This design comes from an exercise in tuning for small area, a short achievable clock period and few clock cycles per item on the open sky130 flow, not from production work. Function was checked by simulation only, so behaviour that the tests miss may differ from the original.

### run.sh
#!/bin/bash
# synth_recipe.tcl (not shown) runs the flow's synth.tcl, then flattens the netlist and writes it again
# the make line also repeats each setting of config.mk as NAME=value (left out here)
make -C /OpenROAD-flow-scripts/flow DESIGN_CONFIG=/design/flow/config.mk WORK_HOME=/design/flow/orfs CLKGATE_MAP_FILE= SYNTH_SCRIPT=/design/flow/synth_recipe.tcl finish
### config.mk
export PLATFORM = sky130hd
export DESIGN_NAME = mag_preamble
export DESIGN_NICKNAME = mag_preamble
export VERILOG_FILES = /design/flow/design.v
export SDC_FILE = /design/flow/constraint.sdc
export NUM_CORES = 4
export LEC_CHECK = 0
export CAP_MARGIN = 20
export CORE_MARGIN = 2
export CORE_UTILIZATION = 40
export SLEW_MARGIN = 20
### constraint.sdc
create_clock -name core_clock -period 12.0 [get_ports {clk}]
set_input_delay 2.4000 -clock core_clock [delete_from_list [all_inputs] [get_ports {clk}]]
set_output_delay 2.4000 -clock core_clock [all_outputs]
set_load 0.01 [all_outputs]
### design.v
module mag_preamble (
    input  wire        clk,
    input  wire        rst,           
    input  wire        in_valid,
    output wire        in_ready,
    input  wire [7:0]  in_i,
    input  wire [7:0]  in_q,
    output wire        out_valid,
    input  wire        out_ready,
    output wire [15:0] out_mag,
    output wire [3:0]  out_verdict
);
    reg run;                  
    assign in_ready = run;
    reg [7:0] a_i, a_q;
    reg       a_v;
    always @(posedge clk) begin
        if (rst)      a_v <= 1'b0;
        else if (run) a_v <= in_valid;
        if (run) begin
            a_i <= in_i;
            a_q <= in_q;
        end
    end
    wire [7:0]  dev_i = a_i[7] ? {1'b0, a_i[6:0]} + 8'd1 : {1'b0, ~a_i[6:0]};
    wire [7:0]  dev_q = a_q[7] ? {1'b0, a_q[6:0]} + 8'd1 : {1'b0, ~a_q[6:0]};
    wire [15:0] dist2 = dev_i * dev_i + dev_q * dev_q;       
    reg  [15:0] b_n;
    reg         b_v;
    always @(posedge clk) begin
        if (rst)      b_v <= 1'b0;
        else if (run) b_v <= a_v;
        if (run) b_n <= dist2;
    end
    wire [25:0] xval = b_n * 26'd2025;
    reg  [25:0] c_x;
    reg         c_v;
    always @(posedge clk) begin
        if (rst)      c_v <= 1'b0;
        else if (run) c_v <= b_v;
        if (run) c_x <= xval;
    end
    wire [2:0] sh1 = {1'b0, c_x[25:24]};
    wire [1:0] tr1 = 2'b01;
    wire [2:0] df1 = sh1 - tr1;
    wire tk1 = ~df1[2];
    wire [1:0] rm1 = tk1 ? df1[1:0] : sh1[1:0];
    wire [0:0] rt1 = tk1;
    wire [23:0] xr1 = c_x[23:0];
    wire [3:0] sh2 = {rm1, xr1[23:22]};
    wire [2:0] tr2 = {rt1, 2'b01};
    wire [3:0] df2 = sh2 - tr2;
    wire tk2 = ~df2[3];
    wire [2:0] rm2 = tk2 ? df2[2:0] : sh2[2:0];
    wire [1:0] rt2 = {rt1, tk2};
    wire [21:0] xr2 = xr1[21:0];
    reg [2:0] s1_rem;
    reg [1:0] s1_root;
    reg [21:0] s1_x;
    reg s1_v;
    always @(posedge clk) begin
        if (rst)      s1_v <= 1'b0;
        else if (run) s1_v <= c_v;
        if (run) begin
            s1_rem  <= rm2;
            s1_root <= rt2;
            s1_x    <= xr2;
        end
    end
    wire [4:0] sh3 = {s1_rem, s1_x[21:20]};
    wire [3:0] tr3 = {s1_root, 2'b01};
    wire [4:0] df3 = sh3 - tr3;
    wire tk3 = ~df3[4];
    wire [3:0] rm3 = tk3 ? df3[3:0] : sh3[3:0];
    wire [2:0] rt3 = {s1_root, tk3};
    wire [19:0] xr3 = s1_x[19:0];
    wire [5:0] sh4 = {rm3, xr3[19:18]};
    wire [4:0] tr4 = {rt3, 2'b01};
    wire [5:0] df4 = sh4 - tr4;
    wire tk4 = ~df4[5];
    wire [4:0] rm4 = tk4 ? df4[4:0] : sh4[4:0];
    wire [3:0] rt4 = {rt3, tk4};
    wire [17:0] xr4 = xr3[17:0];
    reg [4:0] s2_rem;
    reg [3:0] s2_root;
    reg [17:0] s2_x;
    reg s2_v;
    always @(posedge clk) begin
        if (rst)      s2_v <= 1'b0;
        else if (run) s2_v <= s1_v;
        if (run) begin
            s2_rem  <= rm4;
            s2_root <= rt4;
            s2_x    <= xr4;
        end
    end
    wire [6:0] sh5 = {s2_rem, s2_x[17:16]};
    wire [5:0] tr5 = {s2_root, 2'b01};
    wire [6:0] df5 = sh5 - tr5;
    wire tk5 = ~df5[6];
    wire [5:0] rm5 = tk5 ? df5[5:0] : sh5[5:0];
    wire [4:0] rt5 = {s2_root, tk5};
    wire [15:0] xr5 = s2_x[15:0];
    wire [7:0] sh6 = {rm5, xr5[15:14]};
    wire [6:0] tr6 = {rt5, 2'b01};
    wire [7:0] df6 = sh6 - tr6;
    wire tk6 = ~df6[7];
    wire [6:0] rm6 = tk6 ? df6[6:0] : sh6[6:0];
    wire [5:0] rt6 = {rt5, tk6};
    wire [13:0] xr6 = xr5[13:0];
    reg [6:0] s3_rem;
    reg [5:0] s3_root;
    reg [13:0] s3_x;
    reg s3_v;
    always @(posedge clk) begin
        if (rst)      s3_v <= 1'b0;
        else if (run) s3_v <= s2_v;
        if (run) begin
            s3_rem  <= rm6;
            s3_root <= rt6;
            s3_x    <= xr6;
        end
    end
    wire [8:0] sh7 = {s3_rem, s3_x[13:12]};
    wire [7:0] tr7 = {s3_root, 2'b01};
    wire [8:0] df7 = sh7 - tr7;
    wire tk7 = ~df7[8];
    wire [7:0] rm7 = tk7 ? df7[7:0] : sh7[7:0];
    wire [6:0] rt7 = {s3_root, tk7};
    wire [11:0] xr7 = s3_x[11:0];
    wire [9:0] sh8 = {rm7, xr7[11:10]};
    wire [8:0] tr8 = {rt7, 2'b01};
    wire [9:0] df8 = sh8 - tr8;
    wire tk8 = ~df8[9];
    wire [8:0] rm8 = tk8 ? df8[8:0] : sh8[8:0];
    wire [7:0] rt8 = {rt7, tk8};
    wire [9:0] xr8 = xr7[9:0];
    reg [8:0] s4_rem;
    reg [7:0] s4_root;
    reg [9:0] s4_x;
    reg s4_v;
    always @(posedge clk) begin
        if (rst)      s4_v <= 1'b0;
        else if (run) s4_v <= s3_v;
        if (run) begin
            s4_rem  <= rm8;
            s4_root <= rt8;
            s4_x    <= xr8;
        end
    end
    wire [10:0] sh9 = {s4_rem, s4_x[9:8]};
    wire [9:0] tr9 = {s4_root, 2'b01};
    wire [10:0] df9 = sh9 - tr9;
    wire tk9 = ~df9[10];
    wire [9:0] rm9 = tk9 ? df9[9:0] : sh9[9:0];
    wire [8:0] rt9 = {s4_root, tk9};
    wire [7:0] xr9 = s4_x[7:0];
    wire [11:0] sh10 = {rm9, xr9[7:6]};
    wire [10:0] tr10 = {rt9, 2'b01};
    wire [11:0] df10 = sh10 - tr10;
    wire tk10 = ~df10[11];
    wire [10:0] rm10 = tk10 ? df10[10:0] : sh10[10:0];
    wire [9:0] rt10 = {rt9, tk10};
    wire [5:0] xr10 = xr9[5:0];
    reg [10:0] s5_rem;
    reg [9:0] s5_root;
    reg [5:0] s5_x;
    reg s5_v;
    always @(posedge clk) begin
        if (rst)      s5_v <= 1'b0;
        else if (run) s5_v <= s4_v;
        if (run) begin
            s5_rem  <= rm10;
            s5_root <= rt10;
            s5_x    <= xr10;
        end
    end
    wire [12:0] sh11 = {s5_rem, s5_x[5:4]};
    wire [11:0] tr11 = {s5_root, 2'b01};
    wire [12:0] df11 = sh11 - tr11;
    wire tk11 = ~df11[12];
    wire [11:0] rm11 = tk11 ? df11[11:0] : sh11[11:0];
    wire [10:0] rt11 = {s5_root, tk11};
    wire [3:0] xr11 = s5_x[3:0];
    wire [13:0] sh12 = {rm11, xr11[3:2]};
    wire [12:0] tr12 = {rt11, 2'b01};
    wire [13:0] df12 = sh12 - tr12;
    wire tk12 = ~df12[13];
    wire [12:0] rm12 = tk12 ? df12[12:0] : sh12[12:0];
    wire [11:0] rt12 = {rt11, tk12};
    wire [1:0] xr12 = xr11[1:0];
    reg [12:0] s6_rem;
    reg [11:0] s6_root;
    reg [1:0] s6_x;
    reg s6_v;
    always @(posedge clk) begin
        if (rst)      s6_v <= 1'b0;
        else if (run) s6_v <= s5_v;
        if (run) begin
            s6_rem  <= rm12;
            s6_root <= rt12;
            s6_x    <= xr12;
        end
    end
    wire [14:0] sh13 = {s6_rem, s6_x[1:0]};
    wire [13:0] tr13 = {s6_root, 2'b01};
    wire [14:0] df13 = sh13 - tr13;
    wire tk13 = ~df13[14];
    wire [13:0] rm13 = tk13 ? df13[13:0] : sh13[13:0];
    wire [12:0] rt13 = {s6_root, tk13};
    wire [15:0] sh14 = {rm13, 2'b00};
    wire [14:0] tr14 = {rt13, 2'b01};
    wire [15:0] df14 = sh14 - tr14;
    wire tk14 = ~df14[15];
    wire [14:0] rm14 = tk14 ? df14[14:0] : sh14[14:0];
    wire [13:0] rt14 = {rt13, tk14};
    reg [14:0] s7_rem;
    reg [13:0] s7_root;
    reg s7_v;
    always @(posedge clk) begin
        if (rst)      s7_v <= 1'b0;
        else if (run) s7_v <= s6_v;
        if (run) begin
            s7_rem  <= rm14;
            s7_root <= rt14;
        end
    end
    wire [16:0] sh15 = {s7_rem, 2'b00};
    wire [15:0] tr15 = {s7_root, 2'b01};
    wire [16:0] df15 = sh15 - tr15;
    wire tk15 = ~df15[16];
    wire [15:0] rm15 = tk15 ? df15[15:0] : sh15[15:0];
    wire [14:0] rt15 = {s7_root, tk15};
    wire [17:0] sh16 = {rm15, 2'b00};
    wire [16:0] tr16 = {rt15, 2'b01};
    wire [17:0] df16 = sh16 - tr16;
    wire tk16 = ~df16[17];
    wire [16:0] rm16 = tk16 ? df16[16:0] : sh16[16:0];
    wire [15:0] rt16 = {rt15, tk16};
    reg [16:0] s8_rem;
    reg [15:0] s8_root;
    reg s8_v;
    always @(posedge clk) begin
        if (rst)      s8_v <= 1'b0;
        else if (run) s8_v <= s7_v;
        if (run) begin
            s8_rem  <= rm16;
            s8_root <= rt16;
        end
    end
    wire [18:0] sh17 = {s8_rem, 2'b00};
    wire [18:0] tr17 = {1'b0, s8_root, 2'b01};
    wire        tk17 = sh17 >= tr17;
    wire [15:0] mag_nx = s8_root + {15'd0, tk17};
    reg  [15:0] m_mag;
    reg         m_v;
    always @(posedge clk) begin
        if (rst)      m_v <= 1'b0;
        else if (run) m_v <= s8_v;
        if (run) m_mag <= mag_nx;
    end
    wire        arrive = run & m_v;
    wire [15:0] x = m_mag;
    reg  [15:0] h1, h2, h3, h4, h5, h6, h7, h8, h9;
    reg  [17:0] psum;         
    reg  [14:1] g1h;
    reg  [13:1] l1h;
    reg  [9:1]  p4h;
    reg  [6:1]  nzh;
    reg  [5:1]  p;            
    wire g1 = h1 > x;
    wire l1 = h1 < x;
    wire g2 = h2 > x;
    wire g3 = h3 > x;
    wire g4 = h4 > x;
    wire g5 = h5 > x;
    wire g6 = h6 > x;
    wire p1n = g1;
    wire p2n = p[1] & g2;
    wire p3n = p[2] & g3;
    wire p4n = p[3] & g4;
    wire p5n = p[4] & g5;
    wire p6n = p[5] & g6;
    wire [17:0] nsum = psum + {2'b00, x};
    wire [15:0] mean = nsum[17:2];
    wire [17:0] mean3 = {2'b00, mean} + {1'b0, mean, 1'b0};
    wire nz = (mean == 16'd0) ||
              ({2'b00, h9} >= mean3) || ({2'b00, h7} >= mean3) ||
              ({2'b00, h2} >= mean3) || ({2'b00, x} >= mean3);
    reg [3:0] verdict;
    always @(*) begin
        if      (!g1h[14])  verdict = 4'd1;
        else if (!l1h[13])  verdict = 4'd2;
        else if (!p4h[9])   verdict = 4'd3;
        else if (!l1h[8])   verdict = 4'd4;
        else if (!g1h[7])   verdict = 4'd5;
        else if (!l1h[6])   verdict = 4'd6;
        else if (!p6n)      verdict = 4'd7;
        else if (nzh[6])    verdict = 4'd8;
        else                verdict = 4'd0;
    end
    always @(posedge clk) begin
        if (rst) begin
            h1 <= 16'd0; h2 <= 16'd0; h3 <= 16'd0; h4 <= 16'd0; h5 <= 16'd0;
            h6 <= 16'd0; h7 <= 16'd0; h8 <= 16'd0; h9 <= 16'd0;
            psum <= 18'd0;
            g1h <= 14'd0;
            l1h <= 13'd0;
            p4h <= 9'd0;
            nzh <= 6'h3f;
            p   <= 5'd0;
        end else if (arrive) begin
            h1 <= x;  h2 <= h1; h3 <= h2; h4 <= h3; h5 <= h4;
            h6 <= h5; h7 <= h6; h8 <= h7; h9 <= h8;
            psum <= {2'b00, h8} + {2'b00, h6} + {2'b00, h1};
            g1h <= {g1h[13:1], g1};
            l1h <= {l1h[12:1], l1};
            p4h <= {p4h[8:1], p4n};
            nzh <= {nzh[5:1], nz};
            p   <= {p5n, p4n, p3n, p2n, p1n};
        end
    end
    reg [15:0] o_mag;
    reg [3:0]  o_ver;
    reg        o_v;
    reg [15:0] k_mag;
    reg [3:0]  k_ver;
    reg        k_v;
    wire       o_free = ~o_v | out_ready;
    always @(posedge clk) begin
        if (rst) begin
            o_v <= 1'b0;
            k_v <= 1'b0;
            run <= 1'b1;
        end else begin
            if (k_v) begin
                if (o_free) begin
                    o_v <= 1'b1;
                    k_v <= 1'b0;
                    run <= 1'b1;
                end
            end else if (arrive) begin
                if (o_free) begin
                    o_v <= 1'b1;
                end else begin
                    k_v <= 1'b1;
                    run <= 1'b0;
                end
            end else if (out_ready) begin
                o_v <= 1'b0;
            end
        end
        if (o_free) begin
            if (k_v) begin
                o_mag <= k_mag;
                o_ver <= k_ver;
            end else begin
                o_mag <= x;
                o_ver <= verdict;
            end
        end
        if (!k_v) begin
            k_mag <= x;
            k_ver <= verdict;
        end
    end
    assign out_valid   = o_v;
    assign out_mag     = o_mag;
    assign out_verdict = o_ver;
endmodule
==> results_dict.tcl <==
set metrics [dict create \
    status "timing/DRC/antenna clean" \
    holdPathEnd "s4_x[4]" \
    via_per_inst 5.11 \
    clk_path_buf_depth 3 \
    grt_usage_pct 16.7 \
    synthCells 3884 \
    ff_latch_area_um2 14300 \
    synth_top_area_share_pct 24.9 \
    dp.final_hpwl_um 61700 \
    worst_path_largest_cell_delay_ns 0.55 \
    place_congestion 0.832 \
    cts_root_buffer "clkbuf_16" \
    finClkSkew_ns 0.0357 \
    initial_core_util_pct 40.2 \
    numCtsBuffers 66 \
    worstSkewPairLatency_ns 0.61 \
    grt_start_max_net_pins 156 \
    cts_sinks 558 \
    ff2ff_path_depth 26 \
    async_reset_ff_share_pct 0 \
    slowest_stage "edfxtp_1" \
    setup_tns_ns 0 \
    io_pins 42 \
    drt-total-wl_um 81900 \
    r2r_setup_slack_ns 4.97 \
    synthTopCellsByCount "nand2_1 (564), ha_1 (483), inv_1 (376)" \
    fillers 9139 \
    cts_resized 0 \
    wire_per_inst_um 15.6 \
    fmax_mhz 142 \
    reg2reg_from "a_q[0]" \
    drv_slew 0 \
    syn_area_per_cell_um2 9.81 \
    period_minus_slack_ns 7.03 \
    die_w_um 313 \
    fp.coreArea_um2 94700 \
    hold_viol 0 \
    max_slew_margin_pct 36.1 \
    drive_above_1_share_pct 5.11 \
    grt_remaining_overflow 0 \
    port_buffers 41 \
    first_global_vias 25800 \
    worstPathRequired_ns 12.34 \
    path_class "flip-flop to flip-flop" \
    grt_pass1_wl_um 135000 \
    die_y_um 313 \
    cp.arrival_ns 7.37 \
    rows 113 \
    period_share_pct 58.6 \
    hold_start "s3_x[4]" \
    final-setup-viol-count 0 \
    yosysUniqueCellTypes 84 \
    crit_fanout 10 \
    tightestPinTransition_ns 0.959 \
    n_antenna_cell 0 \
    r2r-end "b_n[15]" \
    tritoncts "done" \
    ys_warn_count 1 \
    synth_top_area_cell "edfxtp_1" \
    cts_setup_buffers 0 \
    die_area_um2 97800 \
    ys.flop_type "edfxtp_1" \
    firstDrtPassIters 7 \
    cap_violations 0 \
    antenna_left 0 \
    postCtsHoldBufs 0 \
    synth_edf_count 316 \
    synth-seq-area-share_pct 37.6 \
    fin_nets 4587 \
    synth.top_cells.by_area "edfxtp_1 (25%), ha_1 (16%), dfxtp_1 (13%)" \
    rsz0062_at_grt "false" \
    drt_iter0_markers 1506 \
    min_path_cells 0 \
    ys_ff_latch 558 \
    hp-class "flip-flop to flip-flop" \
    yosysMostFrequentCell "nand2_1" \
    syn2layout_area_growth_pct 10.6 \
    cp-end-kind "flip-flop" \
    cts.clk_slew.worst_paths_ns 0.06 \
    start_kind "flip-flop" \
    multi_input_area_um2 22000 \
    htreeDepth 3 \
    drc 0 \
    via_count 26800 \
    syn_area_um2 38100 \
    antenna_found_initial 0 \
]
layer usage:
layer  track usage (%)  part of all wire [%]  vias to the layer above
li1                  -                     -                    13700
met1              23.5                    48                    12600
met2              27.5                    47                      364
met3              2.09                   3.0                      101
met4              4.12                   2.0                        0
met5                 0                     0                        -
worst max-delay path: cells and delay by family, from the launching register on:
family,cells,cell delay (ns)
AO/OA/AOI/OAI,6,0.97
XOR/XNOR,4,1.02
adder cells (fa/ha/maj),7,3.15
AND/OR/NAND/NOR,4,0.52
buffers and inverters,5,0.53
flip-flops,1,0.55
cell families after synthesis:
logic type	after synthesis	synth area share, %
AO/OA/AOI/OAI	835	13.4
XOR/XNOR	210	4.89
adder cells (fa/ha/maj)	644	24.3
flip-flops	558	37.6
AND/OR/NAND/NOR	1074	12.6
multiplexers	87	2.48
other	2	0.0197
buffers and inverters	474	4.70
area by class of cell:
class / instances / share of cell area [%]
repair buffers: 56 / 1.27
well taps: 1265 / 3.75
clock inverters: 27 / 0.751
clock buffers: 94 / 4.54
multi-input cells: 2862 / 52.3
flip-flops and latches: 558 / 34.0
inverters: 379 / 3.37
how the worst max path moves through the flow:
stage / depth (start not counted) / start / end
after floorplan: 0 / run / in_ready
after global placement: 24 / a_i[0] / b_n[15]
after detailed placement: 26 / a_i[0] / b_n[15]
after CTS: 26 / a_q[0] / b_n[15]
after global routing: 26 / a_i[0] / b_n[15]
final: 26 / a_q[0] / b_n[15]
sequential cells by signal (all words and copies together), names as in the netlist, 18 cells and up:
register,flops
s1_x,22
psum,18
c_x,26
s2_x,18
metrics by stage:
step	area [µm²]	hold WS [ns]	utilization [%]	cells	worst slack [ns]
after global routing	42200	0.416	44.5	5241	4.57
final	42200	0.402	44.5	5241	4.97
after floorplan	38100	0.400	-	3894	2.76
after detailed placement	39900	0.405	42.1	5120	4.98
after global placement	39900	0.401	42.1	5120	5.10
after CTS	42100	0.406	44.5	5241	4.98
cell usage in the layout, fill, tap and decap left out, types with 17 or more instances in the layout:
| cell | instances |
|---|---|
| xnor2_1 | 146 |
| nand2_1 | 563 |
| fa_1 | 161 |
| a211oi_1 | 17 |
| ha_1 | 483 |
| or3_1 | 17 |
| nor3_1 | 72 |
| clkbuf_1 | 17 |
| xor2_1 | 61 |
| mux2i_1 | 33 |
| mux2_2 | 52 |
| a21oi_1 | 363 |
| nand2b_1 | 28 |
| a21o_1 | 68 |
| o21a_1 | 65 |
| o21bai_1 | 17 |
| nor2_1 | 165 |
| clkdlybuf4s50_1 | 40 |
| inv_1 | 376 |
| nand3_1 | 59 |
| nand4_1 | 36 |
| clkbuf_16 | 70 |
| edfxtp_1 | 316 |
| dfxtp_1 | 241 |
| o31ai_1 | 27 |
| and3_1 | 28 |
| nor2b_1 | 38 |
| o21ai_0 | 144 |
Testbench counts, summed over its fixed seeds: cycles 6,052, items 6,000.

==> what the ideal ports hide <==
How much do the figures lean on ideal ports? The routed layout below was timed once more, with nothing changed but the port constraints.
Step 1: set_driving_cell puts a clkbuf_16 on clk and a buf_2 on each other input, an assumption about the parent block.
Step 2 times the ports against the registers' clock, not the clock port: input delays grow and output delays shrink by t, the midpoint of the rising clock arrivals with the driver on.
Three values: ideal, step 1, step 2; two values: the first two.
t, ns: 0.665
setup slack, ns: 4.968 / 4.968 / 4.968
latest minus earliest clock arrival (ns): 0.037 / 0.037
After both steps setup and hold are still met in this run. The setup slack of this run moves by 0.000 ns with the drivers and by 0.000 ns with both steps.
